This is an optimization exercise on Yosys and OpenROAD, whose aim is a short achievable clock period and few clock cycles, not a production implementation. In this exercise RTL edits were held to simulation tests only and were not proved equivalent to the original. No driver is modelled on the clock port, so clocking that relies on it looks cheaper here than on a real chip. No activity file was given, so power comes from the tool's default toggle rates.

## design/flow/config.mk

```make
export PLATFORM = sky130hd
export DESIGN_NAME = bech32_engine
export DESIGN_NICKNAME = bech32_engine
export VERILOG_FILES = /design/flow/design.v
export SDC_FILE = /design/flow/constraint.sdc
export NUM_CORES = 4
export LEC_CHECK = 0
export CAP_MARGIN = 20
export CORE_MARGIN = 2
export CORE_UTILIZATION = 25
export PLACE_DENSITY = 0.45
export SLEW_MARGIN = 20
```

## design/flow/design.v

```verilog
module bech32_engine (
    input  wire        clk,
    input  wire        rst_n,
    input  wire        cmd_valid,
    output wire        cmd_ready,
    input  wire [31:0] cmd_word,
    output wire        rsp_valid,
    input  wire        rsp_ready,
    output wire [3:0]  rsp_code,
    output wire [31:0] rsp_data
);
    localparam C_OK = 4'd0, C_END = 4'd1, C_ILLEGAL = 4'd2, C_VALUE = 4'd3,
               C_PADDING = 4'd4, C_CHECKSUM = 4'd5, C_RP_FAILED = 4'd6,
               C_PAY_FULL = 4'd7, C_PAY_ADDR = 4'd8, C_TF_SHORT = 4'd9,
               C_TF_STATE = 4'd10;
    localparam OP_NOP = 8'h00, OP_SRST = 8'h01, OP_RD_REG = 8'h02, OP_CLR_ERR = 8'h03,
               OP_RP_CFG = 8'h10, OP_RP_PUSH = 8'h11, OP_RP_FLUSH = 8'h12,
               OP_CS_INIT = 8'h20, OP_CS_HRP_HI = 8'h21, OP_CS_HRP_SEP = 8'h22,
               OP_CS_HRP_LO = 8'h23, OP_CS_SYM = 8'h24, OP_CS_GEN = 8'h25,
               OP_CS_VERIFY = 8'h26, OP_PAY_CLR = 8'h30, OP_PAY_PUSH = 8'h31,
               OP_PAY_RD = 8'h32, OP_TF_START = 8'h38, OP_TF_NEXT = 8'h39;
    localparam [29:0] GEN0 = 30'h3b6a57b2, GEN1 = 30'h26508e6d, GEN2 = 30'h1ea119fa,
                      GEN3 = 30'h3d4233dd, GEN4 = 30'h2a1462b3;
    reg         idle_q;      
    reg         rsp_q;       
    reg         exec_q;      
    reg         upd_q;       
    reg  [31:0] cmd;
    reg  [3:0]  r_code;
    reg  [31:0] r_data;
    reg  [2:0]  rp_fm1, rp_tm1;
    reg         rp_pad;
    reg  [14:0] rp_acc;
    reg  [3:0]  rp_bits;
    reg         rp_fail;
    reg  [29:0] cs_chk, cs_cks;
    reg         cs_cks_valid;
    reg  [4:0]  pay [0:255];
    reg  [8:0]  pay_wptr;
    reg  [1:0]  tf_phase, tf_stop;
    reg  [8:0]  tf_pos, tf_end, tf_vstart;
    reg  [34:0] tf_ts;
    reg  [7:0]  tf_cnt;
    reg         rec_valid, rec_xovf;
    reg  [4:0]  rec_tag;
    reg  [9:0]  rec_len, rec_nbytes;
    reg  [2:0]  rec_class;
    reg  [1:0]  rec_fstat;
    reg  [63:0] tf_xval;
    reg  [15:0] err_flags;
    reg         ef_valid;
    reg  [3:0]  ef_code;
    reg  [7:0]  ef_op;
    localparam W_IDLE = 3'd0, W_READ = 3'd1, W_HDR = 3'd2, W_LAST = 3'd3, W_SCAN = 3'd4;
    reg  [2:0]  wk_st;
    reg         wk_done;
    reg  [7:0]  wa0, wa1, wa2, wa3;
    reg  [8:0]  wk_pos, wk_rem;
    reg  [4:0]  wc0, wc1, wc2;
    reg  [9:0]  wk_cnt;
    reg  [63:0] wk_x;
    reg         wk_xo;
    reg         nx_end;
    reg  [1:0]  nx_stop;
    reg  [4:0]  nx_tag;
    reg  [9:0]  nx_len, nx_nb;
    reg  [2:0]  nx_cls;
    reg  [1:0]  nx_fst;
    reg  [8:0]  nx_vs, nx_pos, nx_rem;
    wire [3:0]  rp_from = {1'b0, rp_fm1} + 4'd1;
    wire [3:0]  rp_to   = {1'b0, rp_tm1} + 4'd1;
    wire [3:0]  rp_s    = rp_bits + rp_from;                       
    wire [3:0]  rp_n    = rp_s / rp_to;
    wire [3:0]  rp_r    = rp_s % rp_to;
    wire [14:0] rp_wmask = ~(15'h7fff << (rp_from + rp_to - 4'd1));
    wire [22:0] rp_accsh = {8'd0, rp_acc} << rp_from;
    wire [14:0] rp_acc_s = rp_accsh[14:0] & rp_wmask;
    wire [14:0] rp_jmask = ~(15'h7fff << (rp_s - rp_r));
    wire [14:0] rp_part  = (rp_acc_s >> rp_r) & rp_jmask;
    wire [7:0]  rp_vhi   = 8'hff << rp_from;                        
    wire [7:0]  rp_tomask = ~(8'hff << rp_to);
    wire [22:0] fl_shift = {8'd0, rp_acc} << (rp_to - rp_bits);
    wire [7:0]  fl_g     = fl_shift[7:0] & rp_tomask;
    wire        fl_ok    = rp_pad || !((rp_bits >= rp_from) || (fl_g != 8'd0));
    wire [31:0] fl_data  = (rp_pad && rp_bits != 4'd0) ? {4'd1, 20'd0, fl_g} : 32'd0;
    wire [4:0]  cs_b = cs_chk[29:25];
    wire [29:0] cs_g = ({30{cs_b[0]}} & GEN0) ^ ({30{cs_b[1]}} & GEN1) ^ ({30{cs_b[2]}} & GEN2) ^
                       ({30{cs_b[3]}} & GEN3) ^ ({30{cs_b[4]}} & GEN4);
    wire [29:0] cs_hi = {cs_chk[24:0], 5'd0} ^ cs_g;               
    reg  [29:0] gt;                                                
    always @(*) begin
        gt[0] = ^(cs_chk & 30'h1c1efb1a);
        gt[1] = ^(cs_chk & 30'h3a2d7235);
        gt[2] = ^(cs_chk & 30'h344ae06a);
        gt[3] = ^(cs_chk & 30'h368bbfce);
        gt[4] = ^(cs_chk & 30'h2f077f9d);
        gt[5] = ^(cs_chk & 30'h1892fcb7);
        gt[6] = ^(cs_chk & 30'h3325f96e);
        gt[7] = ^(cs_chk & 30'h265b72dd);
        gt[8] = ^(cs_chk & 30'h16249d2d);
        gt[9] = ^(cs_chk & 30'h2c493e5b);
        gt[10] = ^(cs_chk & 30'h23874dc3);
        gt[11] = ^(cs_chk & 30'h071e9fa6);
        gt[12] = ^(cs_chk & 30'h0c3d3f4d);
        gt[13] = ^(cs_chk & 30'h39edb378);
        gt[14] = ^(cs_chk & 30'h31cbe6f1);
        gt[15] = ^(cs_chk & 30'h118955a2);
        gt[16] = ^(cs_chk & 30'h2112ab64);
        gt[17] = ^(cs_chk & 30'h0235d2e9);
        gt[18] = ^(cs_chk & 30'h15e27470);
        gt[19] = ^(cs_chk & 30'h29c4e8c1);
        gt[20] = ^(cs_chk & 30'h381e42f2);
        gt[21] = ^(cs_chk & 30'h302c05c5);
        gt[22] = ^(cs_chk & 30'h22488bab);
        gt[23] = ^(cs_chk & 30'h3e8fd1a4);
        gt[24] = ^(cs_chk & 30'h3d0f2369);
        gt[25] = ^(cs_chk & 30'h1885c1b7);
        gt[26] = ^(cs_chk & 30'h330b076e);
        gt[27] = ^(cs_chk & 30'h26160afd);
        gt[28] = ^(cs_chk & 30'h16a9506d);
        gt[29] = ^(cs_chk & 30'h2d42a0db);
    end
    wire [29:0] gen_cks = gt ^ 30'd1;
    wire [34:0] ts_now = {pay[0], pay[1], pay[2], pay[3], pay[4], pay[5], pay[6]};
    wire [8:0]  wptr_inc = pay_wptr + 9'd1;
    wire        pay_full = pay_wptr[8];
    wire        tf_ready = (tf_phase == 2'd2) || (tf_phase == 2'd1 && wk_done);
    wire [3:0]  tf_code  = (tf_phase == 2'd2 || nx_end) ? C_END : C_OK;
    wire [31:0] tf_data  = (tf_phase == 2'd2) ? {30'd0, tf_stop} :
                           nx_end ? {30'd0, nx_stop} :
                           {1'b1, (nx_cls == 3'd4) & wk_xo, nx_nb, nx_fst, nx_cls, nx_tag, nx_len};
    wire        ev_ok   [0:1];
    wire [3:0]  ev_code [0:1];
    wire [31:0] ev_data [0:1];
    genvar gi;
    generate
        for (gi = 0; gi < 2; gi = gi + 1) begin : ev
            wire [31:0] w   = (gi == 0) ? cmd_word : cmd;
            wire [7:0]  op  = w[31:24];
            wire        zok = (w[23:16] == 8'd0);
            wire        o0  = zok && (w[15:0] == 16'd0);
            wire        o5  = zok && (w[15:5] == 11'd0);
            wire        o7  = zok && (w[15:7] == 9'd0);
            wire        o8  = zok && (w[15:8] == 8'd0);
            wire        o13 = zok && (w[15:13] == 3'd0);
            reg         ok;
            reg  [3:0]  code;
            reg  [31:0] data;
            always @(*) begin
                ok = 1'b0; code = C_OK; data = 32'd0;
                case (op)
                    OP_NOP:      ok = o0;
                    OP_SRST:     ok = o0;
                    OP_CLR_ERR:  begin ok = o0; data = {16'd0, err_flags}; end
                    OP_RP_CFG:   ok = o7;
                    OP_RP_PUSH:  begin
                        ok   = o8 && !rp_fail && ((w[7:0] & rp_vhi) == 8'd0);
                        data = {rp_n, 13'd0, rp_part | ({7'd0, w[7:0]} >> rp_r)};
                    end
                    OP_RP_FLUSH: begin ok = o0 && !rp_fail && fl_ok; data = fl_data; end
                    OP_CS_INIT:  begin ok = o0; data = 32'd1; end
                    OP_CS_HRP_HI: begin
                        ok = o8;
                        data = {2'd0, cs_hi[29:5], cs_hi[4:0] ^ {2'd0, w[7:5]}};
                    end
                    OP_CS_HRP_SEP: begin ok = o0; data = {2'd0, cs_hi}; end
                    OP_CS_HRP_LO: begin
                        ok = o8;
                        data = {2'd0, cs_hi[29:5], cs_hi[4:0] ^ w[4:0]};
                    end
                    OP_CS_SYM: begin
                        ok = o5;
                        data = {2'd0, cs_hi[29:5], cs_hi[4:0] ^ w[4:0]};
                    end
                    OP_CS_GEN:    begin ok = o0; data = {2'd0, gen_cks}; end
                    OP_CS_VERIFY: begin ok = o0 && (cs_chk == 30'd1); data = 32'd1; end
                    OP_PAY_CLR:   ok = o0;
                    OP_PAY_PUSH:  begin ok = o5 && !pay_full; data = {23'd0, wptr_inc}; end
                    OP_TF_START:  begin
                        ok = o13 && (w[12:0] <= {4'd0, pay_wptr}) && (w[12:0] >= 13'd7);
                        data = ts_now[31:0];
                    end
                    OP_TF_NEXT:   begin ok = o0 && tf_ready; code = tf_code; data = tf_data; end
                    default: ;
                endcase
            end
            assign ev_ok[gi]   = ok;
            assign ev_code[gi] = code;
            assign ev_data[gi] = data;
        end
    endgenerate
    wire [7:0]  c_op      = cmd[31:24];
    wire [15:0] c_opd     = cmd[15:0];
    reg  [4:0]  c_w;
    reg         c_known;
    always @(*) begin
        c_known = 1'b1;
        case (c_op)
            OP_NOP, OP_SRST, OP_CLR_ERR, OP_RP_FLUSH, OP_CS_INIT, OP_CS_HRP_SEP,
            OP_CS_GEN, OP_CS_VERIFY, OP_PAY_CLR, OP_TF_NEXT: c_w = 5'd0;
            OP_RD_REG, OP_CS_SYM, OP_PAY_PUSH:                c_w = 5'd5;
            OP_RP_CFG:                                        c_w = 5'd7;
            OP_RP_PUSH, OP_CS_HRP_HI, OP_CS_HRP_LO:           c_w = 5'd8;
            OP_PAY_RD:                                        c_w = 5'd12;
            OP_TF_START:                                      c_w = 5'd13;
            default: begin c_w = 5'd0; c_known = 1'b0; end
        endcase
    end
    wire c_illegal = !c_known || (cmd[23:16] != 8'd0) || ((c_opd & (16'hffff << c_w)) != 16'd0);
    reg  [31:0] reg_val;
    always @(*) begin
        case (c_opd[4:0])
            5'd0:  reg_val = 32'h42433330;
            5'd1:  reg_val = {10'd0, cs_cks_valid, tf_stop, tf_phase, rp_fail, err_flags};
            5'd2:  reg_val = {ef_valid, 19'd0, ef_op, ef_code};
            5'd3:  reg_val = {2'd0, cs_chk};
            5'd4:  reg_val = {cs_cks_valid, 1'b0, cs_cks};
            5'd5:  reg_val = {25'd0, rp_pad, rp_tm1, rp_fm1};
            5'd6:  reg_val = {12'd0, rp_bits, 1'b0, rp_acc};
            5'd7:  reg_val = {23'd0, pay_wptr};
            5'd8:  reg_val = {23'd0, tf_pos};
            5'd9:  reg_val = {23'd0, tf_end};
            5'd10: reg_val = {rec_valid, rec_xovf, rec_nbytes, rec_fstat, rec_class, rec_tag, rec_len};
            5'd11: reg_val = {23'd0, tf_vstart};
            5'd12: reg_val = tf_ts[31:0];
            5'd13: reg_val = {29'd0, tf_ts[34:32]};
            5'd14: reg_val = tf_xval[31:0];
            5'd15: reg_val = tf_xval[63:32];
            5'd16: reg_val = {24'd0, tf_cnt};
            default: reg_val = 32'd0;
        endcase
    end
    wire [4:0]  c_rd = pay[c_opd[7:0]];
    wire [9:0]  wk_len   = {wc1, wc2};
    wire [8:0]  wk_vs    = wk_pos + 9'd3;
    wire [12:0] wk_len5  = {3'd0, nx_len} * 13'd5;
    wire [2:0]  wk_pb    = wk_len5[2:0];
    wire [4:0]  wk_pmask = ~(5'h1f << wk_pb);
    wire [4:0]  wk_last  = pay[wa3];
    wire        wk_bad   = (wk_pb >= 3'd5) || ((wk_last & wk_pmask) != 5'd0);
    wire [4:0]  wk_scan  = pay[wa3];
    assign cmd_ready = idle_q;
    assign rsp_valid = rsp_q;
    assign rsp_code  = r_code;
    assign rsp_data  = r_data;
    task reset_all;
        begin
            rp_fm1 <= 3'd7; rp_tm1 <= 3'd4; rp_pad <= 1'b1;
            rp_acc <= 15'd0; rp_bits <= 4'd0; rp_fail <= 1'b0;
            cs_chk <= 30'd1; cs_cks <= 30'd0; cs_cks_valid <= 1'b0;
            pay_wptr <= 9'd0;
            tf_clear;
            err_flags <= 16'd0; ef_valid <= 1'b0; ef_code <= 4'd0; ef_op <= 8'd0;
        end
    endtask
    task tf_clear;
        begin
            tf_phase <= 2'd0; tf_stop <= 2'd0; tf_pos <= 9'd0; tf_end <= 9'd0;
            tf_ts <= 35'd0; tf_cnt <= 8'd0;
            rec_clear;
            wk_st <= W_IDLE; wk_done <= 1'b0;
        end
    endtask
    task rec_clear;
        begin
            rec_valid <= 1'b0; rec_tag <= 5'd0; rec_len <= 10'd0; rec_class <= 3'd0;
            rec_fstat <= 2'd0; rec_nbytes <= 10'd0; rec_xovf <= 1'b0;
            tf_vstart <= 9'd0; tf_xval <= 64'd0;
        end
    endtask
    task raise;
        input [3:0] code;
        begin
            err_flags[code] <= 1'b1;
            if (!ef_valid) begin
                ef_valid <= 1'b1;
                ef_code  <= code;
                ef_op    <= c_op;
            end
            r_code <= code;
            r_data <= 32'd0;
            exec_q <= 1'b0;
            rsp_q  <= 1'b1;
        end
    endtask
    task answer;
        input [3:0]  code;
        input [31:0] data;
        begin
            r_code <= code;
            r_data <= data;
            exec_q <= 1'b0;
            rsp_q  <= 1'b1;
            upd_q  <= 1'b1;
        end
    endtask
    always @(posedge clk) begin
        if (!rst_n) begin
            idle_q <= 1'b1;
            rsp_q  <= 1'b0;
            exec_q <= 1'b0;
            upd_q  <= 1'b0;
            r_code <= 4'd0;
            r_data <= 32'd0;
            reset_all;
        end else begin
            case (wk_st)
            W_READ: begin
                wc0   <= pay[wa0];
                wc1   <= pay[wa1];
                wc2   <= pay[wa2];
                wk_st <= W_HDR;
            end
            W_HDR: begin
                nx_tag <= wc0;
                nx_len <= wk_len;
                nx_vs  <= wk_vs;
                nx_pos <= wk_vs + wk_len[8:0];
                nx_rem <= wk_rem - 9'd3 - wk_len[8:0];
                wa3    <= wk_vs[7:0];
                wk_cnt <= wk_len;
                wk_x   <= 64'd0;
                wk_xo  <= 1'b0;
                nx_fst <= 2'd0;
                nx_nb  <= 10'd0;
                case (wc0)
                    5'd1:    nx_cls <= 3'd1;
                    5'd13:   nx_cls <= 3'd2;
                    5'd23:   nx_cls <= 3'd3;
                    5'd6:    nx_cls <= 3'd4;
                    default: nx_cls <= 3'd0;
                endcase
                if (wk_rem < 9'd3) begin
                    nx_end  <= 1'b1;
                    nx_stop <= (wk_rem == 9'd0) ? 2'd1 : 2'd2;
                    wk_st   <= W_IDLE;
                    wk_done <= 1'b1;
                end else if ({3'd0, wk_len} > {4'd0, wk_rem} - 13'd3) begin
                    nx_end  <= 1'b1;
                    nx_stop <= 2'd3;
                    wk_st   <= W_IDLE;
                    wk_done <= 1'b1;
                end else begin
                    nx_end <= 1'b0;
                    if (wc0 == 5'd6) begin
                        if (wk_len == 10'd0) begin
                            wk_st   <= W_IDLE;
                            wk_done <= 1'b1;
                        end else begin
                            wk_st <= W_SCAN;
                        end
                    end else if (wc0 == 5'd1 || wc0 == 5'd13 || wc0 == 5'd23) begin
                        wa3   <= wk_vs[7:0] + wk_len[7:0] - 8'd1;
                        wk_st <= W_LAST;
                    end else begin
                        wk_st   <= W_IDLE;
                        wk_done <= 1'b1;
                    end
                end
            end
            W_LAST: begin
                if (wk_bad) begin
                    nx_fst <= 2'd2;
                    nx_nb  <= 10'd0;
                end else begin
                    nx_nb  <= wk_len5[12:3];
                    nx_fst <= (nx_cls != 3'd2 && wk_len5[12:3] != 10'd32) ? 2'd1 : 2'd0;
                end
                wk_st   <= W_IDLE;
                wk_done <= 1'b1;
            end
            W_SCAN: begin
                wk_xo  <= wk_xo | (wk_x[63:59] != 5'd0);
                wk_x   <= {wk_x[58:0], wk_scan};
                wa3    <= wa3 + 8'd1;
                wk_cnt <= wk_cnt - 10'd1;
                if (wk_cnt == 10'd1) begin
                    wk_st   <= W_IDLE;
                    wk_done <= 1'b1;
                end
            end
            default: ;
            endcase
            if (idle_q) begin
                r_code <= ev_code[0];
                r_data <= ev_data[0];
                if (cmd_valid) begin
                    cmd    <= cmd_word;
                    idle_q <= 1'b0;
                    if (ev_ok[0]) begin
                        rsp_q <= 1'b1;
                        upd_q <= 1'b1;
                    end else begin
                        exec_q <= 1'b1;
                    end
                end
            end
            if (exec_q) begin
                if (ev_ok[1]) begin
                    answer(ev_code[1], ev_data[1]);
                end else if (c_illegal) begin
                    raise(C_ILLEGAL);
                end else begin
                    case (c_op)
                    OP_RD_REG: begin
                        if (c_opd[4:0] > 5'd16) raise(C_ILLEGAL);
                        else answer(C_OK, reg_val);
                    end
                    OP_RP_PUSH: begin
                        if (rp_fail) raise(C_RP_FAILED);
                        else begin
                            rp_fail <= 1'b1;
                            raise(C_VALUE);
                        end
                    end
                    OP_RP_FLUSH: begin
                        if (rp_fail) raise(C_RP_FAILED);
                        else begin
                            rp_acc  <= 15'd0;
                            rp_bits <= 4'd0;
                            raise(C_PADDING);
                        end
                    end
                    OP_CS_VERIFY: raise(C_CHECKSUM);
                    OP_PAY_PUSH:  raise(C_PAY_FULL);
                    OP_PAY_RD: begin
                        if ({1'b0, c_opd[11:0]} >= {4'd0, pay_wptr}) raise(C_PAY_ADDR);
                        else answer(C_OK, {27'd0, c_rd});
                    end
                    OP_TF_START: begin
                        if (c_opd[12:0] > {4'd0, pay_wptr}) raise(C_PAY_ADDR);
                        else raise(C_TF_SHORT);
                    end
                    OP_TF_NEXT: begin
                        if (tf_phase == 2'd0) raise(C_TF_STATE);
                    end
                    default: raise(C_ILLEGAL);
                    endcase
                end
            end
            if (rsp_q && rsp_ready) begin
                rsp_q  <= 1'b0;
                idle_q <= 1'b1;
            end
            if (upd_q) begin
                upd_q <= 1'b0;
                case (c_op)
                OP_SRST: reset_all;
                OP_CLR_ERR: begin
                    err_flags <= 16'd0; ef_valid <= 1'b0; ef_code <= 4'd0; ef_op <= 8'd0;
                end
                OP_RP_CFG: begin
                    rp_fm1 <= c_opd[2:0];
                    rp_tm1 <= c_opd[5:3];
                    rp_pad <= c_opd[6];
                    rp_acc <= 15'd0; rp_bits <= 4'd0; rp_fail <= 1'b0;
                end
                OP_RP_PUSH: begin
                    rp_acc  <= rp_acc_s | {7'd0, c_opd[7:0]};
                    rp_bits <= rp_r;
                end
                OP_RP_FLUSH: begin
                    rp_acc <= 15'd0; rp_bits <= 4'd0;
                end
                OP_CS_INIT: begin
                    cs_chk <= 30'd1; cs_cks <= 30'd0; cs_cks_valid <= 1'b0;
                end
                OP_CS_HRP_HI, OP_CS_HRP_SEP, OP_CS_HRP_LO, OP_CS_SYM:
                    cs_chk <= r_data[29:0];
                OP_CS_GEN: begin
                    cs_cks <= r_data[29:0]; cs_cks_valid <= 1'b1;
                end
                OP_PAY_CLR: begin
                    pay_wptr <= 9'd0;
                    tf_clear;
                end
                OP_PAY_PUSH: begin
                    pay[pay_wptr[7:0]] <= c_opd[4:0];
                    pay_wptr <= wptr_inc;
                end
                OP_TF_START: begin
                    tf_ts    <= ts_now;
                    tf_pos   <= 9'd7;
                    tf_end   <= c_opd[8:0];
                    tf_cnt   <= 8'd0;
                    tf_phase <= 2'd1;
                    tf_stop  <= 2'd0;
                    rec_clear;
                    wk_pos  <= 9'd7;
                    wk_rem  <= c_opd[8:0] - 9'd7;
                    wa0     <= 8'd7;
                    wa1     <= 8'd8;
                    wa2     <= 8'd9;
                    wk_st   <= W_READ;
                    wk_done <= 1'b0;
                end
                OP_TF_NEXT: begin
                    if (tf_phase == 2'd1) begin
                        if (nx_end) begin
                            tf_phase <= 2'd2;
                            tf_stop  <= nx_stop;
                        end else begin
                            tf_pos     <= nx_pos;
                            tf_vstart  <= nx_vs;
                            tf_cnt     <= tf_cnt + 8'd1;
                            rec_valid  <= 1'b1;
                            rec_tag    <= nx_tag;
                            rec_len    <= nx_len;
                            rec_class  <= nx_cls;
                            rec_fstat  <= nx_fst;
                            rec_nbytes <= nx_nb;
                            rec_xovf   <= (nx_cls == 3'd4) & wk_xo;
                            tf_xval    <= (nx_cls == 3'd4) ? wk_x : 64'd0;
                            wk_pos  <= nx_pos;
                            wk_rem  <= nx_rem;
                            wa0     <= nx_pos[7:0];
                            wa1     <= nx_pos[7:0] + 8'd1;
                            wa2     <= nx_pos[7:0] + 8'd2;
                            wk_st   <= W_READ;
                            wk_done <= 1'b0;
                        end
                    end
                end
                default: ;
                endcase
            end
        end
    end
endmodule
```

## design/flow/constraint.sdc

```tcl
create_clock -name core_clock -period 12.0 [get_ports {clk}]
set_input_delay 2.4000 -clock core_clock [delete_from_list [all_inputs] [get_ports {clk}]]
set_output_delay 2.4000 -clock core_clock [all_outputs]
set_load 0.01 [all_outputs]
```

## design/flow/run.sh

```bash
#!/bin/bash
# synth_recipe.tcl (not shown) runs the flow's synth.tcl, then flattens the netlist and writes it again
# the make line also repeats each setting of config.mk as NAME=value (left out here)
make -C /OpenROAD-flow-scripts/flow DESIGN_CONFIG=/design/flow/config.mk WORK_HOME=/design/flow/orfs CLKGATE_MAP_FILE= SYNTH_SCRIPT=/design/flow/synth_recipe.tcl finish
```

==> impl_metrics.py, run 1 <==
metrics = {
    "outcome": {
        "outcome": "timing/DRC/antenna clean",
    },
    "yosys": {
        "synth-edff-count": 1503,
        "ys_types": 103,
        "yosys.cell_count.top_type": "mux4_2",
        "async_flop_share": 0,
        "ys_seq_area_frac": 0.411,
        "synthesis.nets": 9376,
        "netlist_area_um2": 127000,
        "ys_ff_latch": 1857,
        "synth_top_cell_area_share": 0.355,
        "synthTopCellsByCount": "mux4_2, edfxtp_1, clkbuf_1",
        "synthFlopType": "edfxtp_1",
        "syn_inst": 9178,
        "synth_warnings": 1,
        "avgSynthCellArea_um2": 13.8,
        "synth_top_cells_by_area": "edfxtp_1, mux4_2, dfxtp_1",
        "synth_top_area_cell": "edfxtp_1",
    },
    "pwr": {
        "p_int_uw": 11300,
        "p_sw_frac": 0.243,
        "pwr-share-comb": 0.049,
        "power.share.sequential": 0.467,
        "switchingPower_uw": 3620,
        "p_clk_frac": 0.484,
        "power_leakage_uw": 0.0460,
        "ir_drop_mv": 0.121,
        "p_per_area_nw_per_um2": 104,
    },
    "setup_path": {
        "arrival_ns": 11.16,
        "path_buf_inv": 5,
        "reg2regPathDepth": 33,
        "crit_required_ns": 12.91,
        "r2r_slack_ns": 1.75,
        "critical_path.endpoint": "r_data[3]$_SDFF_PN0_",
        "r2r-end": "r_data[3]$_SDFF_PN0_",
        "cp_slowest_stage_delay_ns": 0.60,
        "critPathLaunchType": "flop",
        "crit_start": "rp_fm1[0]$_SDFFE_PN1P_",
        "slowest_stage": "dfxtp_1",
        "cp.depth": 33,
        "worst-path-max-fanout": 30,
        "worstSetupPathType": "flop to flop",
        "critPathMostFrequentCell": "ha_1",
        "r2r_start": "rp_fm1[0]$_SDFFE_PN1P_",
        "endpoint_kind": "flop",
        "cpLargestDelayFamily": "compound AO/OA/AOI/OAI gates",
    },
    "timing": {
        "fin_tns_setup_ns": 0,
        "fmax_mhz": 97.5,
        "setup_viol": 0,
        "hold_viol": 0,
        "worst_pin_slew_ns": 1.25,
        "min_period_over_period": 0.854,
        "slew_viol_final": 0,
        "rsz0062_at_grt": "false",
        "slew-limit-headroom": 0.145,
        "clock_skew_ns": 0.106,
        "min_period_ns": 10.25,
    },
    "global_route": {
        "grt_pass1_vias": 93300,
        "grt.met2_usage": 0.355,
        "grt.overflow.total": 0,
        "grt_pass1_wl_mm": 831,
        "use_met1": 0.297,
        "antenna_found_initial": 54,
        "grt_start_max_net_pins": 167,
        "grt_usage": 0.233,
        "busiest_layer": "met2",
        "use_met3": 0.0640,
    },
    "placed_design": {
        "dpl_cell_area_um2": 135000,
        "portBuffers": 73,
        "gp_congestion": 0.955,
        "dp_cells": 15400,
        "place_hpwl_mm": 418,
    },
    "clock_tree": {
        "ctsResizeCount": 0,
        "path_clk_slew_ns": 0.07,
        "cts_tree": "built",
        "cts_buffers": 221,
        "clockRootBuffer": "clkbuf_16",
        "cts_max_level": 4,
        "clockBufferDepth": 4,
        "cts_setup_buffers": 0,
        "cts_sinks": 1857,
        "clk_latency_ns": 1.01,
        "hold_buffers": 0,
    },
    "flow_run": {
        "maxCapViolCount": 0,
    },
    "route": {
        "vias": 97600,
        "drtIter0Drc": 15600,
        "wl_per_cell_um": 39.0,
        "first_pass_iters": 9,
        "drtAntennaViolNets": 0,
        "route.detailed.drc": 0,
        "wl_mm": 616,
        "viasPerCell": 6.17,
    },
    "final_layout": {
        "drive_above_1_share": 0.295,
        "area_growth_pct": 12.5,
        "finish.utilization": 0.283,
        "design_area_um2": 143000,
        "final_cells": 15800,
        "fin_nets": 9094,
    },
    "floorplan": {
        "floorplan.initialDensity": 0.251,
        "die_y_um": 717,
        "core_um2": 506000,
        "num_io_pins": 74,
        "die_x_um": 717,
        "die_area_um2": 514000,
        "num_rows": 261,
    },
    "hold_path": {
        "min_from": "wk_x[12]$_SDFFCE_PN0P_",
        "worstHoldPathType": "flop to flop",
        "whs_path_depth": 1,
    },
}
cell usage in the layout (no fill, tap or decap), drive strengths merged, types with 136 or more instances in the layout:
| cell type | Yosys | layout |
|---|---|---|
| nor2 | 526 | 526 |
| a22oi | 260 | 260 |
| buf | 305 | 295 |
| mux4 | 1767 | 1767 |
| a22o | 149 | 149 |
| edfxtp | 1503 | 1503 |
| nand3 | 183 | 183 |
| dfxtp | 354 | 354 |
| mux2 | 136 | 136 |
| xnor2 | 254 | 254 |
| a21oi | 359 | 359 |
| ha | 154 | 154 |
| o21ai | 300 | 300 |
| clkbuf | 567 | 260 |
| nand2 | 490 | 490 |
| nor2b | 136 | 136 |
| mux2i | 313 | 313 |
| inv | 169 | 180 |
power by group through the flow:
stage                     logic (uW)  clock network, uW  registers, uW
after CTS                        716               7300           6960
after floorplan                  395                  0           7110
final                            731               7220           6960
after detailed placement         714                  0           7100
after global routing             745               7510           6960
after global placement           710                  0           7100
worst reg2reg max path, delay by kind of cell, from the launching register on:
family	cells	cell delay (ns)
xor gates and xnor gates	2	0.62
adders and majority gates	7	2.24
muxes	2	0.95
DFF	1	0.60
AOI/OAI and AO/OA	13	3.45
buffers and inverters	5	1.26
and+or+nand+nor	4	1.03
worst min path at each step:
stage / endpoint / slack, ns
final: tf_xval[12]$_SDFFE_PN0P_ / 0.43
after global routing: tf_xval[12]$_SDFFE_PN0P_ / 0.47
after CTS: tf_xval[12]$_SDFFE_PN0P_ / 0.44
after detailed placement: rec_valid$_SDFFE_PN0P_ / 0.44
after global placement: rec_valid$_SDFFE_PN0P_ / 0.44
after floorplan: rec_valid$_SDFFE_PN0P_ / 0.42
stage by stage:
step           hold slack, ns  setup slack [ns]  power [uW]
2_1_floorplan           0.422              2.83        7500
3_3_place_gp            0.436              2.01        7810
3_5_place_dp            0.440              1.92        7810
4_1_cts                 0.444              1.87       15000
5_1_grt                 0.467             0.957       15200
6_report                0.431              1.75       14900
layout make-up:
| cell class | count | area (um^2) |
|---|---|---|
| Fill cell | 50700 | 363000 |
| Clock inverter | 150 | 1670 |
| Clock buffer | 260 | 5850 |
| Tap cell | 6706 | 8390 |
| Inverter | 170 | 641 |
| Multi-Input combinational cell | 6279 | 70800 |
| Timing Repair Buffer | 367 | 3240 |
| Sequential cell | 1857 | 52300 |
| Antenna cell | 19 | 47.5 |
state kept, by name, summed over array words and instances (netlist names), 15 cells and up, named ones only:
register  flops
cmd          32
cs_cks       30
cs_chk       30
r_data       32
tf_xval      64
pay        1280
wk_x         64
tf_ts        35
rp_acc       15
layer usage:
| metal | up-vias | routed length (um) |
|---|---|---|
| li1 | 37500 | - |
| met1 | 51300 | 231000 |
| met2 | 7276 | 272000 |
| met3 | 1465 | 69900 |
| met4 | 20 | 42700 |
| met5 | - | 136 |
cell families after synthesis:
logic type	share of synthesized area
fa+ha+maj	0.0165
simple gates	0.0655
buf+inv	0.0337
compound gates	0.0986
xor+xnor	0.0242
mux	0.350
flops	0.411
Testbench counts, summed over its fixed seeds: cycles 53,139.
==> run 2, diff against run 1 <==
--- a/design/flow/design.v
+++ b/design/flow/design.v
@@ -69,18 +69,188 @@
     reg  [8:0]  nx_vs, nx_pos, nx_rem;
-    wire [3:0]  rp_from = {1'b0, rp_fm1} + 4'd1;
-    wire [3:0]  rp_to   = {1'b0, rp_tm1} + 4'd1;
-    wire [3:0]  rp_s    = rp_bits + rp_from;                       
-    wire [3:0]  rp_n    = rp_s / rp_to;
-    wire [3:0]  rp_r    = rp_s % rp_to;
-    wire [14:0] rp_wmask = ~(15'h7fff << (rp_from + rp_to - 4'd1));
-    wire [22:0] rp_accsh = {8'd0, rp_acc} << rp_from;
-    wire [14:0] rp_acc_s = rp_accsh[14:0] & rp_wmask;
-    wire [14:0] rp_jmask = ~(15'h7fff << (rp_s - rp_r));
-    wire [14:0] rp_part  = (rp_acc_s >> rp_r) & rp_jmask;
-    wire [7:0]  rp_vhi   = 8'hff << rp_from;                        
-    wire [7:0]  rp_tomask = ~(8'hff << rp_to);
-    wire [22:0] fl_shift = {8'd0, rp_acc} << (rp_to - rp_bits);
-    wire [7:0]  fl_g     = fl_shift[7:0] & rp_tomask;
-    wire        fl_ok    = rp_pad || !((rp_bits >= rp_from) || (fl_g != 8'd0));
-    wire [31:0] fl_data  = (rp_pad && rp_bits != 4'd0) ? {4'd1, 20'd0, fl_g} : 32'd0;
+    function [10:0] rp_div;                                        
+        input [3:0] s;
+        input [2:0] tm1;
+        begin
+            case ({s, tm1})
+            {4'd0, 3'd0}: rp_div = {4'd0, 3'd0, 4'd0};
+            {4'd0, 3'd1}: rp_div = {4'd0, 3'd0, 4'd0};
+            {4'd0, 3'd2}: rp_div = {4'd0, 3'd0, 4'd0};
+            {4'd0, 3'd3}: rp_div = {4'd0, 3'd0, 4'd0};
+            {4'd0, 3'd4}: rp_div = {4'd0, 3'd0, 4'd0};
+            {4'd0, 3'd5}: rp_div = {4'd0, 3'd0, 4'd0};
+            {4'd0, 3'd6}: rp_div = {4'd0, 3'd0, 4'd0};
+            {4'd0, 3'd7}: rp_div = {4'd0, 3'd0, 4'd0};
+            {4'd1, 3'd0}: rp_div = {4'd1, 3'd0, 4'd1};
+            {4'd1, 3'd1}: rp_div = {4'd0, 3'd1, 4'd0};
+            {4'd1, 3'd2}: rp_div = {4'd0, 3'd1, 4'd0};
+            {4'd1, 3'd3}: rp_div = {4'd0, 3'd1, 4'd0};
+            {4'd1, 3'd4}: rp_div = {4'd0, 3'd1, 4'd0};
+            {4'd1, 3'd5}: rp_div = {4'd0, 3'd1, 4'd0};
+            {4'd1, 3'd6}: rp_div = {4'd0, 3'd1, 4'd0};
+            {4'd1, 3'd7}: rp_div = {4'd0, 3'd1, 4'd0};
+            {4'd2, 3'd0}: rp_div = {4'd2, 3'd0, 4'd2};
+            {4'd2, 3'd1}: rp_div = {4'd1, 3'd0, 4'd2};
+            {4'd2, 3'd2}: rp_div = {4'd0, 3'd2, 4'd0};
+            {4'd2, 3'd3}: rp_div = {4'd0, 3'd2, 4'd0};
+            {4'd2, 3'd4}: rp_div = {4'd0, 3'd2, 4'd0};
+            {4'd2, 3'd5}: rp_div = {4'd0, 3'd2, 4'd0};
+            {4'd2, 3'd6}: rp_div = {4'd0, 3'd2, 4'd0};
+            {4'd2, 3'd7}: rp_div = {4'd0, 3'd2, 4'd0};
+            {4'd3, 3'd0}: rp_div = {4'd3, 3'd0, 4'd3};
+            {4'd3, 3'd1}: rp_div = {4'd1, 3'd1, 4'd2};
+            {4'd3, 3'd2}: rp_div = {4'd1, 3'd0, 4'd3};
+            {4'd3, 3'd3}: rp_div = {4'd0, 3'd3, 4'd0};
+            {4'd3, 3'd4}: rp_div = {4'd0, 3'd3, 4'd0};
+            {4'd3, 3'd5}: rp_div = {4'd0, 3'd3, 4'd0};
+            {4'd3, 3'd6}: rp_div = {4'd0, 3'd3, 4'd0};
+            {4'd3, 3'd7}: rp_div = {4'd0, 3'd3, 4'd0};
+            {4'd4, 3'd0}: rp_div = {4'd4, 3'd0, 4'd4};
+            {4'd4, 3'd1}: rp_div = {4'd2, 3'd0, 4'd4};
+            {4'd4, 3'd2}: rp_div = {4'd1, 3'd1, 4'd3};
+            {4'd4, 3'd3}: rp_div = {4'd1, 3'd0, 4'd4};
+            {4'd4, 3'd4}: rp_div = {4'd0, 3'd4, 4'd0};
+            {4'd4, 3'd5}: rp_div = {4'd0, 3'd4, 4'd0};
+            {4'd4, 3'd6}: rp_div = {4'd0, 3'd4, 4'd0};
+            {4'd4, 3'd7}: rp_div = {4'd0, 3'd4, 4'd0};
+            {4'd5, 3'd0}: rp_div = {4'd5, 3'd0, 4'd5};
+            {4'd5, 3'd1}: rp_div = {4'd2, 3'd1, 4'd4};
+            {4'd5, 3'd2}: rp_div = {4'd1, 3'd2, 4'd3};
+            {4'd5, 3'd3}: rp_div = {4'd1, 3'd1, 4'd4};
+            {4'd5, 3'd4}: rp_div = {4'd1, 3'd0, 4'd5};
+            {4'd5, 3'd5}: rp_div = {4'd0, 3'd5, 4'd0};
+            {4'd5, 3'd6}: rp_div = {4'd0, 3'd5, 4'd0};
+            {4'd5, 3'd7}: rp_div = {4'd0, 3'd5, 4'd0};
+            {4'd6, 3'd0}: rp_div = {4'd6, 3'd0, 4'd6};
+            {4'd6, 3'd1}: rp_div = {4'd3, 3'd0, 4'd6};
+            {4'd6, 3'd2}: rp_div = {4'd2, 3'd0, 4'd6};
+            {4'd6, 3'd3}: rp_div = {4'd1, 3'd2, 4'd4};
+            {4'd6, 3'd4}: rp_div = {4'd1, 3'd1, 4'd5};
+            {4'd6, 3'd5}: rp_div = {4'd1, 3'd0, 4'd6};
+            {4'd6, 3'd6}: rp_div = {4'd0, 3'd6, 4'd0};
+            {4'd6, 3'd7}: rp_div = {4'd0, 3'd6, 4'd0};
+            {4'd7, 3'd0}: rp_div = {4'd7, 3'd0, 4'd7};
+            {4'd7, 3'd1}: rp_div = {4'd3, 3'd1, 4'd6};
+            {4'd7, 3'd2}: rp_div = {4'd2, 3'd1, 4'd6};
+            {4'd7, 3'd3}: rp_div = {4'd1, 3'd3, 4'd4};
+            {4'd7, 3'd4}: rp_div = {4'd1, 3'd2, 4'd5};
+            {4'd7, 3'd5}: rp_div = {4'd1, 3'd1, 4'd6};
+            {4'd7, 3'd6}: rp_div = {4'd1, 3'd0, 4'd7};
+            {4'd7, 3'd7}: rp_div = {4'd0, 3'd7, 4'd0};
+            {4'd8, 3'd0}: rp_div = {4'd8, 3'd0, 4'd8};
+            {4'd8, 3'd1}: rp_div = {4'd4, 3'd0, 4'd8};
+            {4'd8, 3'd2}: rp_div = {4'd2, 3'd2, 4'd6};
+            {4'd8, 3'd3}: rp_div = {4'd2, 3'd0, 4'd8};
+            {4'd8, 3'd4}: rp_div = {4'd1, 3'd3, 4'd5};
+            {4'd8, 3'd5}: rp_div = {4'd1, 3'd2, 4'd6};
+            {4'd8, 3'd6}: rp_div = {4'd1, 3'd1, 4'd7};
+            {4'd8, 3'd7}: rp_div = {4'd1, 3'd0, 4'd8};
+            {4'd9, 3'd0}: rp_div = {4'd9, 3'd0, 4'd9};
+            {4'd9, 3'd1}: rp_div = {4'd4, 3'd1, 4'd8};
+            {4'd9, 3'd2}: rp_div = {4'd3, 3'd0, 4'd9};
+            {4'd9, 3'd3}: rp_div = {4'd2, 3'd1, 4'd8};
+            {4'd9, 3'd4}: rp_div = {4'd1, 3'd4, 4'd5};
+            {4'd9, 3'd5}: rp_div = {4'd1, 3'd3, 4'd6};
+            {4'd9, 3'd6}: rp_div = {4'd1, 3'd2, 4'd7};
+            {4'd9, 3'd7}: rp_div = {4'd1, 3'd1, 4'd8};
+            {4'd10, 3'd0}: rp_div = {4'd10, 3'd0, 4'd10};
+            {4'd10, 3'd1}: rp_div = {4'd5, 3'd0, 4'd10};
+            {4'd10, 3'd2}: rp_div = {4'd3, 3'd1, 4'd9};
+            {4'd10, 3'd3}: rp_div = {4'd2, 3'd2, 4'd8};
+            {4'd10, 3'd4}: rp_div = {4'd2, 3'd0, 4'd10};
+            {4'd10, 3'd5}: rp_div = {4'd1, 3'd4, 4'd6};
+            {4'd10, 3'd6}: rp_div = {4'd1, 3'd3, 4'd7};
+            {4'd10, 3'd7}: rp_div = {4'd1, 3'd2, 4'd8};
+            {4'd11, 3'd0}: rp_div = {4'd11, 3'd0, 4'd11};
+            {4'd11, 3'd1}: rp_div = {4'd5, 3'd1, 4'd10};
+            {4'd11, 3'd2}: rp_div = {4'd3, 3'd2, 4'd9};
+            {4'd11, 3'd3}: rp_div = {4'd2, 3'd3, 4'd8};
+            {4'd11, 3'd4}: rp_div = {4'd2, 3'd1, 4'd10};
+            {4'd11, 3'd5}: rp_div = {4'd1, 3'd5, 4'd6};
+            {4'd11, 3'd6}: rp_div = {4'd1, 3'd4, 4'd7};
+            {4'd11, 3'd7}: rp_div = {4'd1, 3'd3, 4'd8};
+            {4'd12, 3'd0}: rp_div = {4'd12, 3'd0, 4'd12};
+            {4'd12, 3'd1}: rp_div = {4'd6, 3'd0, 4'd12};
+            {4'd12, 3'd2}: rp_div = {4'd4, 3'd0, 4'd12};
+            {4'd12, 3'd3}: rp_div = {4'd3, 3'd0, 4'd12};
+            {4'd12, 3'd4}: rp_div = {4'd2, 3'd2, 4'd10};
+            {4'd12, 3'd5}: rp_div = {4'd2, 3'd0, 4'd12};
+            {4'd12, 3'd6}: rp_div = {4'd1, 3'd5, 4'd7};
+            {4'd12, 3'd7}: rp_div = {4'd1, 3'd4, 4'd8};
+            {4'd13, 3'd0}: rp_div = {4'd13, 3'd0, 4'd13};
+            {4'd13, 3'd1}: rp_div = {4'd6, 3'd1, 4'd12};
+            {4'd13, 3'd2}: rp_div = {4'd4, 3'd1, 4'd12};
+            {4'd13, 3'd3}: rp_div = {4'd3, 3'd1, 4'd12};
+            {4'd13, 3'd4}: rp_div = {4'd2, 3'd3, 4'd10};
+            {4'd13, 3'd5}: rp_div = {4'd2, 3'd1, 4'd12};
+            {4'd13, 3'd6}: rp_div = {4'd1, 3'd6, 4'd7};
+            {4'd13, 3'd7}: rp_div = {4'd1, 3'd5, 4'd8};
+            {4'd14, 3'd0}: rp_div = {4'd14, 3'd0, 4'd14};
+            {4'd14, 3'd1}: rp_div = {4'd7, 3'd0, 4'd14};
+            {4'd14, 3'd2}: rp_div = {4'd4, 3'd2, 4'd12};
+            {4'd14, 3'd3}: rp_div = {4'd3, 3'd2, 4'd12};
+            {4'd14, 3'd4}: rp_div = {4'd2, 3'd4, 4'd10};
+            {4'd14, 3'd5}: rp_div = {4'd2, 3'd2, 4'd12};
+            {4'd14, 3'd6}: rp_div = {4'd2, 3'd0, 4'd14};
+            {4'd14, 3'd7}: rp_div = {4'd1, 3'd6, 4'd8};
+            {4'd15, 3'd0}: rp_div = {4'd15, 3'd0, 4'd15};
+            {4'd15, 3'd1}: rp_div = {4'd7, 3'd1, 4'd14};
+            {4'd15, 3'd2}: rp_div = {4'd5, 3'd0, 4'd15};
+            {4'd15, 3'd3}: rp_div = {4'd3, 3'd3, 4'd12};
+            {4'd15, 3'd4}: rp_div = {4'd3, 3'd0, 4'd15};
+            {4'd15, 3'd5}: rp_div = {4'd2, 3'd3, 4'd12};
+            {4'd15, 3'd6}: rp_div = {4'd2, 3'd1, 4'd14};
+            {4'd15, 3'd7}: rp_div = {4'd1, 3'd7, 4'd8};
+            default: rp_div = 11'd0;
+            endcase
+        end
+    endfunction
+    function [60:0] rp_derive;
+        input [2:0] b;
+        input [2:0] fm1;
+        input [2:0] tm1;
+        reg   [3:0] s, f, t, n, nt, k;
+        reg   [2:0] r;
+        reg   [10:0] d;
+        begin
+            f = {1'b0, fm1} + 4'd1;
+            t = {1'b0, tm1} + 4'd1;
+            s = {1'b0, b} + f;
+            d = rp_div(s, tm1);
+            n = d[10:7]; r = d[6:4]; nt = d[3:0];
+            k = f - {1'b0, r};
+            rp_derive = {n,                                        
+                         r,                                        
+                         k,                                        
+                         ~(15'h7fff << nt),                        
+                         8'hff << f,                               
+                         ~(15'h7fff << (f + t - 4'd1)),            
+                         t - {1'b0, b},                            
+                         ~(8'hff << t)};                           
+        end
+    endfunction
+    task rp_set;
+        input [2:0] b;
+        input [2:0] fm1;
+        input [2:0] tm1;
+        begin
+            {rpd_n, rpd_r, rpd_k, rpd_jm, rpd_vhi, rpd_wm, rpd_fsh, rpd_tm} <= rp_derive(b, fm1, tm1);
+            rpd_bgef <= ({1'b0, b} >= {1'b0, fm1} + 4'd1);
+            rpd_bnz  <= (b != 3'd0);
+            rp_bits  <= {1'b0, b};
+            rp_fm1   <= fm1;
+            rp_tm1   <= tm1;
+        end
+    endtask
+    reg  [3:0]  rpd_n, rpd_k, rpd_fsh;
+    reg  [2:0]  rpd_r;
+    reg  [14:0] rpd_jm, rpd_wm;
+    reg  [7:0]  rpd_vhi, rpd_tm;
+    reg         rpd_bgef;    
+    reg         rpd_bnz;     
+    wire [14:0] rp_part  = ({rp_acc} << rpd_k) & rpd_jm;
+    wire [22:0] rp_accsh = {8'd0, rp_acc} << ({1'b0, rp_fm1} + 4'd1);
+    wire [22:0] fl_shift = {8'd0, rp_acc} << rpd_fsh;
+    wire [7:0]  fl_g     = fl_shift[7:0] & rpd_tm;
+    wire        fl_ok    = rp_pad || !(rpd_bgef || (fl_g != 8'd0));
+    wire [31:0] fl_data  = (rp_pad && rpd_bnz) ? {4'd1, 20'd0, fl_g} : 32'd0;
     wire [4:0]  cs_b = cs_chk[29:25];
@@ -156,4 +326,4 @@
                     OP_RP_PUSH:  begin
-                        ok   = o8 && !rp_fail && ((w[7:0] & rp_vhi) == 8'd0);
-                        data = {rp_n, 13'd0, rp_part | ({7'd0, w[7:0]} >> rp_r)};
+                        ok   = o8 && !rp_fail && ((w[7:0] & rpd_vhi) == 8'd0);
+                        data = {rpd_n, 13'd0, rp_part | ({7'd0, w[7:0]} >> rpd_r)};
                     end
@@ -235,3 +405,3 @@
     wire [8:0]  wk_vs    = wk_pos + 9'd3;
-    wire [12:0] wk_len5  = {3'd0, nx_len} * 13'd5;
+    reg  [12:0] wk_len5;
     wire [2:0]  wk_pb    = wk_len5[2:0];
@@ -247,4 +417,4 @@
         begin
-            rp_fm1 <= 3'd7; rp_tm1 <= 3'd4; rp_pad <= 1'b1;
-            rp_acc <= 15'd0; rp_bits <= 4'd0; rp_fail <= 1'b0;
+            rp_set(3'd0, 3'd7, 3'd4); rp_pad <= 1'b1;
+            rp_acc <= 15'd0; rp_fail <= 1'b0;
             cs_chk <= 30'd1; cs_cks <= 30'd0; cs_cks_valid <= 1'b0;
@@ -316,2 +486,3 @@
                 nx_len <= wk_len;
+                wk_len5 <= {wk_len, 2'b00} + {3'd0, wk_len};
                 nx_vs  <= wk_vs;
@@ -419,3 +590,3 @@
                             rp_acc  <= 15'd0;
-                            rp_bits <= 4'd0;
+                            rp_set(3'd0, rp_fm1, rp_tm1);
                             raise(C_PADDING);
@@ -452,13 +623,13 @@
                 OP_RP_CFG: begin
-                    rp_fm1 <= c_opd[2:0];
-                    rp_tm1 <= c_opd[5:3];
+                    rp_set(3'd0, c_opd[2:0], c_opd[5:3]);
                     rp_pad <= c_opd[6];
-                    rp_acc <= 15'd0; rp_bits <= 4'd0; rp_fail <= 1'b0;
+                    rp_acc <= 15'd0; rp_fail <= 1'b0;
                 end
                 OP_RP_PUSH: begin
-                    rp_acc  <= rp_acc_s | {7'd0, c_opd[7:0]};
-                    rp_bits <= rp_r;
+                    rp_acc  <= (rp_accsh[14:0] & rpd_wm) | {7'd0, c_opd[7:0]};
+                    rp_set(rpd_r, rp_fm1, rp_tm1);
                 end
                 OP_RP_FLUSH: begin
-                    rp_acc <= 15'd0; rp_bits <= 4'd0;
+                    rp_acc <= 15'd0;
+                    rp_set(3'd0, rp_fm1, rp_tm1);
                 end
==> design/flow/flow/run.sh (new file) <==
#!/bin/bash
# Own layout flow: the standard flow (standard.sh, the standard synthesis
# unchanged) with these changes to how the layout is made:
#  * repair_timing aims at SETUP_SLACK_MARGIN ns more setup slack than the
#    12 ns clock needs, so the layout is optimised for a short period;
set -eo pipefail
here=$(cd "$(dirname "$0")" && pwd)
bash standard.sh SETUP_SLACK_MARGIN=8.5 \
  POST_CTS_TCL="$here/post_cts.tcl" finish > standard.log 2>&1
==> design/flow/flow/clock_tree.tcl (new file) <==
# A two-level clock tree in place of the one CTS made.  All clock buffers that
# CTS inserted are removed; the register clock pins are split by recursive
# bisection (across the longer side of each group's bounding box) into groups
# of at most CT_GROUP pins, each driven by a clkbuf_16 at the group's
# centroid; those leaf buffers are split the same way into four groups, each
# driven by a clkbuf_16 at its centroid, and the clock port drives those four.
# Every register sees exactly two buffers between the clock port and its clock
# pin, so the tree is balanced by construction and only its depth goes down.
proc ct_is_buf {inst} {
  set m [[$inst getMaster] getName]
  return [expr {[string match "sky130_fd_sc_hd__clkbuf_*" $m] || [string match "sky130_fd_sc_hd__buf_*" $m]}]
}
proc ct_out_net {inst} {
  foreach it [$inst getITerms] {
    if {[$it isOutputSignal]} { return [$it getNet] }
  }
  return "NULL"
}
proc ct_center {it} {
  set box [[$it getInst] getBBox]
  return [list [expr {([$box xMin] + [$box xMax]) / 2}] [expr {([$box yMin] + [$box yMax]) / 2}]]
}
# pts: list of {x y payload}; returns a list of groups of at most n points each (n >= 1), or
# exactly k groups when k > 0
proc ct_split {pts n k} {
  set cnt [llength $pts]
  if {($k > 0 && $k == 1) || ($k == 0 && $cnt <= $n)} { return [list $pts] }
  set xs [lsort -integer [lmap p $pts {lindex $p 0}]]
  set ys [lsort -integer [lmap p $pts {lindex $p 1}]]
  set idx [expr {([lindex $xs end] - [lindex $xs 0]) >= ([lindex $ys end] - [lindex $ys 0]) ? 0 : 1}]
  set pts [lsort -integer -index $idx $pts]
  if {$k > 0} {
    set h [expr {$cnt / 2}]
    set k2 [expr {$k / 2}]
  } else {
    # split so both halves fill whole groups as far as possible
    set groups [expr {($cnt + $n - 1) / $n}]
    set h [expr {($groups / 2) * $cnt / $groups}]
    set k2 0
  }
  return [concat [ct_split [lrange $pts 0 [expr {$h - 1}]] $n $k2] [ct_split [lrange $pts $h end] $n $k2]]
}
proc ct_add_buf {block name pts in_net} {
  set master [[ord::get_db] findMaster sky130_fd_sc_hd__clkbuf_16]
  set sx 0; set sy 0
  foreach p $pts { incr sx [lindex $p 0]; incr sy [lindex $p 1] }
  set cx [expr {$sx / [llength $pts]}]
  set cy [expr {$sy / [llength $pts]}]
  set inst [odb::dbInst_create $block $master $name]
  set net [odb::dbNet_create $block "${name}_net"]
  $net setSigType CLOCK
  $inst setLocation [expr {$cx - 3000}] [expr {$cy - 1360}]
  $inst setPlacementStatus PLACED
  set in_it "NULL"
  foreach it [$inst getITerms] {
    set mt [[$it getMTerm] getName]
    if {$mt eq "A"} { if {$in_net ne "NULL"} { $it connect $in_net }; set in_it $it }
    if {$mt eq "X"} { $it connect $net }
  }
  foreach p $pts { [lindex $p 2] connect $net }
  return [list $cx $cy $in_it]
}
proc ct_rebuild {group_size mid_groups} {
  set block [ord::get_db_block]
  set clk_net [$block findNet clk]
  set bufs {}
  set sinks {}
  set queue [list $clk_net]
  while {[llength $queue]} {
    set net [lindex $queue 0]
    set queue [lrange $queue 1 end]
    if {$net eq "NULL"} { continue }
    foreach it [$net getITerms] {
      if {![$it isInputSignal]} { continue }
      set inst [$it getInst]
      if {[ct_is_buf $inst]} {
        lappend bufs $inst
        lappend queue [ct_out_net $inst]
      } else {
        lappend sinks $it
      }
    }
  }
  puts "clock_tree: CTS made [llength $bufs] buffers for [llength $sinks] clock pins"
  foreach inst $bufs {
    set on [ct_out_net $inst]
    foreach it [$inst getITerms] { $it disconnect }
    odb::dbInst_destroy $inst
    if {$on ne "NULL"} { odb::dbNet_destroy $on }
  }
  set pts {}
  foreach it $sinks {
    $it disconnect
    lappend pts [concat [ct_center $it] [list $it]]
  }
  set leaves {}
  set i 0
  foreach g [ct_split $pts $group_size 0] {
    lappend leaves [ct_add_buf $block "clkbuf_leaf_$i" $g "NULL"]
    incr i
  }
  if {$mid_groups > 0} {
    set mids {}
    set i 0
    foreach g [ct_split $leaves 0 $mid_groups] {
      lappend mids [ct_add_buf $block "clkbuf_mid_$i" $g "NULL"]
      incr i
    }
  } else {
    set mids $leaves
  }
  set i 0
  foreach g [ct_split $mids 0 4] {
    set r [ct_add_buf $block "clkbuf_top_$i" $g $clk_net]
    puts "clock_tree: clkbuf_top_$i at ([lindex $r 0], [lindex $r 1]) drives [llength $g] buffers"
    incr i
  }
  puts "clock_tree: [llength $leaves] leaf buffers"
}
==> design/flow/flow/post_cts.tcl (new file) <==
source [file join [file dirname [info script]] clock_tree.tcl]
set block [ord::get_db_block]
set clk_net [$block findNet clk]
set loads {}
foreach it [$clk_net getITerms] { if {[$it isInputSignal]} { lappend loads $it } }
puts "post_cts: clock port net has [llength $loads] cell pins"
if {[llength $loads] == 1 && [ct_is_buf [[lindex $loads 0] getInst]]} {
  set root [[lindex $loads 0] getInst]
  set out_net [ct_out_net $root]
  set kids {}
  set ok 1
  foreach it [$out_net getITerms] {
    if {![$it isInputSignal]} { continue }
    lappend kids $it
    if {![ct_is_buf [$it getInst]]} { set ok 0 }
  }
  puts "post_cts: root [$root getName] drives [llength $kids] pins; all buffers: $ok"
  if {$ok} {
    foreach it [$root getITerms] { $it disconnect }
    odb::dbInst_destroy $root
    odb::dbNet_destroy $out_net
    if {[llength $kids] <= 4} {
      foreach it $kids { $it connect $clk_net }
    } else {
      set pts {}
      foreach it $kids {
        $it disconnect
        lappend pts [concat [ct_center $it] [list $it]]
      }
      set i 0
      foreach g [ct_split $pts 0 4] {
        set r [ct_add_buf $block "clkbuf_top_$i" $g $clk_net]
        puts "post_cts: clkbuf_top_$i at ([lindex $r 0], [lindex $r 1]) drives [llength $g] buffers"
        incr i
      }
    }
    set_placement_padding -global \
      -left $::env(CELL_PAD_IN_SITES_DETAIL_PLACEMENT) \
      -right $::env(CELL_PAD_IN_SITES_DETAIL_PLACEMENT)
    detailed_placement
    estimate_parasitics -placement
    repair_timing_helper
    detailed_placement
    check_placement -verbose
    estimate_parasitics -placement
    report_clock_skew
    report_worst_slack -max
    report_worst_slack -min
  }
}
==> design/flow/standard.sh (new file) <==
#!/bin/bash
# synth_recipe.tcl (not shown) runs the flow's synth.tcl, then flattens the netlist and writes it again
# the make line also repeats each setting of config.mk as NAME=value (left out here)
make -C /OpenROAD-flow-scripts/flow DESIGN_CONFIG=/design/flow/config.mk WORK_HOME=/design/flow/orfs CLKGATE_MAP_FILE= SYNTH_SCRIPT=/design/flow/synth_recipe.tcl "${@:-finish}"
--- a/design/flow/config.mk
+++ b/design/flow/config.mk
@@ -7,2 +7,3 @@
 export LEC_CHECK = 0
+export ABC_CLOCK_PERIOD_IN_PS = 3000
 export CAP_MARGIN = 20
removed: design/flow/run.sh
==> run 2 against run 1 <==
- clock power up 2%
- critical path depth down 19
- utilization up 3.6 points
- still clean
- critical path type unchanged
==> impl_metrics.py, run 2 <==
metrics = {
    "outcome": {
        "outcome": "timing/DRC/antenna clean",
    },
    "yosys": {
        "synth_warnings": 1,
        "netlist_area_um2": 133000,
        "async_flop_share": 0,
        "ys_types": 106,
        "synth-edff-count": 1514,
        "synthFlopType": "edfxtp_1",
        "synth_top_cells_by_area": "edfxtp_1, mux4_2, dfxtp_1",
        "synthesis.nets": 10000,
        "syn_inst": 9830,
        "avgSynthCellArea_um2": 13.5,
        "ys_ff_latch": 1931,
        "synthTopCellsByCount": "mux4_2, edfxtp_1, nor2_1",
        "ys_seq_area_frac": 0.404,
        "synth_top_area_cell": "edfxtp_1",
        "synth_top_cell_area_share": 0.342,
        "yosys.cell_count.top_type": "mux4_2",
    },
    "clock_tree": {
        "path_clk_slew_ns": 0.06,
        "cts_tree": "built",
        "cts_sinks": 1931,
        "clk_latency_ns": 0.78,
    },
    "setup_path": {
        "worst-path-max-fanout": 17,
        "arrival_ns": 4.71,
        "endpoint_kind": "flop",
        "critPathLaunchType": "flop",
        "crit_required_ns": 12.54,
        "worstSetupPathType": "flop to flop",
    },
    "flow_run": {
        "maxCapViolCount": 0,
    },
    "timing": {
        "min_period_over_period": 0.348,
        "setup_viol": 0,
        "slew_viol_final": 0,
        "min_period_ns": 4.17,
        "clock_skew_ns": 0.146,
        "slew-limit-headroom": 0.186,
        "timing.hold.ws_ns": 0.422,
        "fin_tns_setup_ns": 0,
        "hold_viol": 0,
        "rsz0062_at_grt": "true",
        "worst_pin_slew_ns": 1.22,
        "fin_ws_ns": 7.83,
        "fmax_mhz": 240,
    },
    "floorplan": {
        "die_area_um2": 538000,
        "num_io_pins": 74,
        "core_um2": 530000,
        "floorplan.initialDensity": 0.251,
        "die_x_um": 734,
        "num_rows": 267,
        "die_y_um": 734,
    },
    "route": {
        "drtAntennaViolNets": 0,
        "wl_per_cell_um": 42.6,
        "vias": 113000,
        "first_pass_iters": 14,
        "wl_mm": 747,
        "drtIter0Drc": 20600,
        "viasPerCell": 6.45,
        "route.detailed.drc": 0,
    },
    "final_layout": {
        "area_growth_pct": 26.9,
        "fill_cells": 51400,
        "final_cell_mix": "mux4_2, edfxtp_1, buf_4",
        "finish.utilization": 0.319,
        "largest_reg_flops": 1280,
        "drive_above_1_share": 0.418,
        "multi_input_area_um2": 80100,
        "final_cells": 17500,
        "final_common_cell": "mux4_2",
        "final-seq-area_um2": 54000,
        "fin_nets": 10500,
    },
    "global_route": {
        "grt_pass1_vias": 106000,
        "grt.overflow.total": 0,
        "grt_pass1_wl_mm": 988,
        "grt_usage": 0.266,
        "grt_start_max_net_pins": 97,
        "antenna_found_initial": 41,
    },
    "placed_design": {
        "portBuffers": 73,
        "dp_cells": 16300,
        "place_hpwl_mm": 456,
        "preCtsSetupSlack_ns": 4.92,
        "gp_congestion": 0.963,
    },
    "pwr": {
        "power_leakage_uw": 0.0548,
        "p_per_area_nw_per_um2": 93.6,
        "ir_drop_mv": 0.139,
    },
    "hold_path": {
        "worstHoldPathType": "flop to flop",
        "min_from": "nx_vs[4]$_DFFE_PP_",
    },
}
[run 2: changes by cell type in the layout (fill, tap and decap cells not counted), sizes merged, moves of 79 or more]
cell | before | now
buf | 295 | 1109
a22oi | 260 | 371
nor2 | 526 | 804
o221ai | 99 | 19
and3 | 29 | 108
mux2 | 136 | 42
mux4 | 1767 | 1862
[run 2: cell families after synthesis]
| group | Yosys count | share of synthesized area |
|---|---|---|
| AO/OA/AOI/OAI | 1935 | 0.101 |
| XOR/XNOR | 325 | 0.0222 |
| adder cells (fa/ha/maj) | 174 | 0.0170 |
| buffers and inverters | 1170 | 0.0376 |
| flip-flops | 1931 | 0.404 |
| multiplexers | 2261 | 0.346 |
| AND/OR/NAND/NOR | 2034 | 0.0713 |
[run 2: area by class of cell, without the clock buffers]
cell class,count,share of cell area
antenna,22,0.000326
clock inverter,146,0.00828
inverter,198,0.00547
multi-input combinational,6736,0.474
sequential,1931,0.320
tap,6994,0.0518
timing repair buffer,1216,0.103
timing repair inverter,1,0.0000296
[run 2: final timing paths]
check | cells past startpoint | to | slack, ns
worst max register to register | 14 | nx_fst[0]$_SDFFCE_PP0P_ | 7.83
worst min register to register | 1 | tf_vstart[4]$_SDFFE_PN0P_ | 0.42
worst max-delay path | 14 | nx_fst[0]$_SDFFCE_PP0P_ | 7.83
worst min-delay path | 1 | tf_vstart[4]$_SDFFE_PN0P_ | 0.42
[run 2: report_power, final]
group,switching [uW],total (uW),internal [uW],leakage [uW]
clock,3240,7380,4140,0.00372
sequential,25.2,7200,7180,0.0170
combinational,786,1220,438,0.0340
[run 2: through the flow]
step	cell area [um^2]	total power, uW
2_1_floorplan	136000	7870
3_3_place_gp	144000	8270
6_report	169000	15800
3_5_place_dp	144000	8270
5_1_grt	169000	16100
[run 2: metal layers]
layer	track usage	part of all wire	wire, um
met3	0.0902	0.13	96600
met5	0	0.00022	161
met2	0.399	0.43	322000
met1	0.325	0.35	264000
met4	0.173	0.086	64200
[run 2: worst max-delay path, stage by stage, from the launching register on]
cell and delay, ns:
dfxtp_4 0.39, buf_4 0.16, buf_4 0.22, buf_16 0.29, mux4_2 0.55, nand2_1 0.10
a21oi_1 0.08, a211oi_1 0.52, nand3_1 0.43, nor4bb_1 0.26, buf_4 0.20, a32oi_4 0.23
buf_12 0.16, and3_4 0.22, o311a_1 0.16
Testbench counts of run 2, summed over its fixed seeds: cycles 53,139.

[afterwards: timing with drivers on the ports]
Ports are ideal in the flow. The routed layouts listed here were re-timed in OpenROAD. Step 1 sets driving cells, clkbuf_16 on the clock port and buf_2 on the other inputs (assumed; they add their load-dependent delay and slew). Step 2 times the ports against the registers' clock, not the clock port: input delays grow and output delays shrink by t, the midpoint of the rising clock arrivals with the driver on. Slacks: ideal ports / drivers / drivers and shift; pairs: ideal ports / drivers.
| run | t, ns | setup slack, ns | clock arrival spread, ns |
|---|---|---|---|
| run 1 | 1.076 | 1.748 / 1.748 / 1.748 | 0.108 / 0.107 |
| run 2 | 0.966 | 7.829 / 7.829 / 7.127 | 0.162 / 0.163 |
After both steps every run listed still meets setup and hold. The setup slack of run 2, which loses most, moves by 0.000 ns with the drivers and by -0.702 ns with both steps.
